This is an optimization exercise on Yosys and OpenROAD, whose aim is small area, not a production implementation. The RTL was checked by simulation tests, not by an equivalence proof against the original design. Power figures rest on the tool's default switching activity, not on a simulated workload.

Design wmbus_rx, start of the top module:
module wmbus_rx (
    input  wire        clk,
    input  wire        rst,           
    input  wire        sync_det,      
    input  wire        overflow,      
    input  wire        in_valid,      
    input  wire [7:0]  in_data,
    input  wire [15:0] now_ms,        
    input  wire [7:0]  rssi,          
    output reg         out_valid,     
    output reg  [7:0]  out_data,
    output wire        ev_valid,      
    output reg  [2:0]  ev_kind,
    output wire        frame_mode,    
    output wire [1:0]  frame_block,   
    output wire [8:0]  frame_len,     
    output reg  [7:0]  frame_rssi,
    output wire [15:0] frame_time     
);
Settings: LEC_CHECK=0, CAP_MARGIN=20, CORE_MARGIN=2, CORE_UTILIZATION=40, SLEW_MARGIN=20; clock period 8.0 ns.
standard.sh (not shown) runs the stock make flow with config.mk's settings and CLKGATE_MAP_FILE= SYNTH_SCRIPT=/design/flow/synth_recipe.tcl, a recipe that flattens the netlist after the stock synthesis.
==> flow/flow/run.sh <==
#!/bin/bash
set -euo pipefail
export BUFFER_PORTS_ARGS="-buffer_cell sky130_fd_sc_hd__buf_1"
export CTS_ARGS="-sink_clustering_enable -repair_clock_nets -dont_use_dummy_load -buf_list sky130_fd_sc_hd__clkbuf_4"
bash standard.sh > flow_make.log 2>&1
Change:
--- a/flow/design.v
+++ b/flow/design.v
@@ -45,34 +45,33 @@
             for (i = 0; i < 9; i = i + 1) begin
                 inc9[i] = a[i] ^ c;
                 c = a[i] & c;
             end
         end
     endfunction
     reg        st_hdr;        
     reg        st_data;       
     reg [1:0]  ph;            
     reg [1:0]  blk;           
     reg        bad;           
-    reg [3:0]  sv;            
     reg [7:0]  len;           
     reg [8:0]  cnt;           
     reg [15:0] sync_time;
     wire modet = (blk == 2'd0);
     assign ev_valid    = |ev_kind;
     assign frame_mode  = modet;
     assign frame_block = blk;
     assign frame_len   = cnt;
     assign frame_time  = sync_time;
     wire       p1 = ph[0];
-    wire [4:0] dx = dec(p1 ? out_data[7:2]               : {sv, in_data[7:6]});
+    wire [4:0] dx = dec(p1 ? out_data[7:2]               : {frame_rssi[3:0], in_data[7:6]});
     wire [4:0] dy = dec(p1 ? {out_data[1:0], in_data[7:4]} : in_data[5:0]);
     wire       sym_ok = dx[4] & dy[4];
     wire [7:0] tbyte  = {dx[3:0], dy[3:0]};
     wire       nz  = |len[3:0];
     wire       isa = (blk == 2'd1);
     wire       isb = (blk == 2'd2);
     wire [3:0] kk  = isb ? 4'd0 : len[7:4];
     reg  [7:0] half;
     reg  [7:0] half0;
     always @(*) begin : len_add
         integer i;
@@ -98,52 +97,49 @@
         b = 1'b0;
         for (i = 0; i < 16; i = i + 1) begin
             d[i] = now_ms[i] ^ sync_time[i] ^ b;
             b = (~now_ms[i] & sync_time[i]) | (~(now_ms[i] ^ sync_time[i]) & b);
         end
         timeout = (|d[15:6]) | (d[5] & d[4] & (d[3] | d[2] | (d[1] & d[0])));
     end
     wire        is54 = (in_data == 8'h54);
     reg        n_hdr, n_data;
     reg [1:0]  n_ph, n_blk;
     reg        n_bad;
-    reg [3:0]  n_sv;
     reg [7:0]  n_len;
     reg [8:0]  n_cnt;
     reg        n_ov;
     reg [7:0]  n_od;
     reg [2:0]  n_ev;
     wire       ph2  = ph[1];
     reg        lcopy;         
     wire       last = st_data ? len_hit : (modet ? (len == 8'd0) : (in_data == 8'd0));
     always @(*) begin
         n_ph  = ph;
         n_blk = blk;
         n_bad = bad;
-        n_sv  = sv;
         n_len = len;
         n_cnt = cnt;
         n_od  = out_data;
         n_ov  = 1'b0;
         if (in_valid) begin
             n_ph = ph2 ? 2'd0 : {1'b0, ph[0]} + 2'd1;
             if (!st_data) begin
                 case (ph)
                     2'd0: begin
                         n_blk = is54 ? 2'd3 : 2'd0;
                         n_ov  = is54;
                         n_od  = in_data;
                     end
                     2'd1: begin
                         n_ov = 1'b1;
-                        n_sv = in_data[3:0];
                         if (!modet) begin
                             n_blk = (in_data == 8'hCD) ? 2'd1 :
                                     (in_data == 8'h3D) ? 2'd2 : 2'd3;
                             n_od  = in_data;
                         end else begin
                             n_od  = tbyte;
                             n_bad = ~sym_ok;
                         end
                     end
                     default: begin
                         if (modet) begin
@@ -153,23 +149,22 @@
                             n_ov  = 1'b1;
                             n_od  = in_data;
                         end
                     end
                 endcase
             end else if (!modet) begin
                 n_ov  = 1'b1;
                 n_od  = in_data;
             end else if (ph == 2'd0) begin
                 n_od = in_data;
             end else begin
-                n_sv  = in_data[3:0];
                 n_bad = bad | ~sym_ok;
                 n_ov  = 1'b1;
                 n_od  = tbyte;
             end
         end
         if (in_valid && !st_data && ph == 2'd0)
             n_cnt = {8'd0, is54};
         else if (n_ov)
             n_cnt = inc9(cnt);
         if (lcopy)
             n_len = out_data;
@@ -217,23 +212,25 @@
             n_hdr  = 1'b0;
             n_data = 1'b0;
             n_ev   = EV_NONE;
         end
     end
     always @(posedge clk) begin
         st_hdr     <= n_hdr;
         st_data    <= n_data;
         ph         <= n_ph;
         blk        <= n_blk;
         bad        <= n_bad;
-        sv         <= n_sv;
         len        <= n_len;
         cnt        <= n_cnt;
         out_valid  <= n_ov;
         lcopy      <= in_valid & ~st_data & (modet ? ph[0] : ph2);
         out_data   <= n_od;
         ev_kind    <= n_ev;
-        frame_rssi <= rssi;
+        frame_rssi[7:4] <= rssi[7:4];
+        if (!(modet && ph == 2'd2 && !in_valid))
+            frame_rssi[3:0] <= (in_valid && modet && ph == 2'd1 && !(st_data && last)) ?
+                               in_data[3:0] : rssi[3:0];
         if (!st_hdr && !st_data)
             sync_time <= now_ms;
     end
 endmodule
=>
- power is lower by 2.7%
- flip-flop and latch count is lower by 4
- sequential power is lower by about 5%
- synthesized cell count is higher by 0.31%
- final cell count barely changes

-- what the ideal ports hide --
The results above use ideal ports. As a check the final layouts listed here were re-extracted and re-timed, cells and wires unchanged.
Step 1 sets driving cells, clkbuf_16 on the clock port and buf_2 on the other inputs (assumed; they add their load-dependent delay and slew).
Step 2, shift: input delay + t, output delay - t, t = (earliest + latest rising clock arrival at the registers) / 2. This alone moves slack from input paths to output paths.
a / b / c = no drivers / after step 1 / after step 2; a / b = the first two.
| run | t, ns | setup WS [ns] | worst setup path after step 2 | worst data-port slew with drivers (ns) |
|---|---|---|---|---|
| the first run | 0.411 | 0.253 / 0.254 / -0.157 | input to register | 0.04 |
| the second run | 0.429 | 0.493 / 0.495 / 0.066 | input to register | 0.04 |
With both steps, setup timing fails in the first run, where it was met with ideal ports. The setup slack of the second run, which loses most, moves by +0.002 ns with the drivers and by -0.427 ns with both steps.
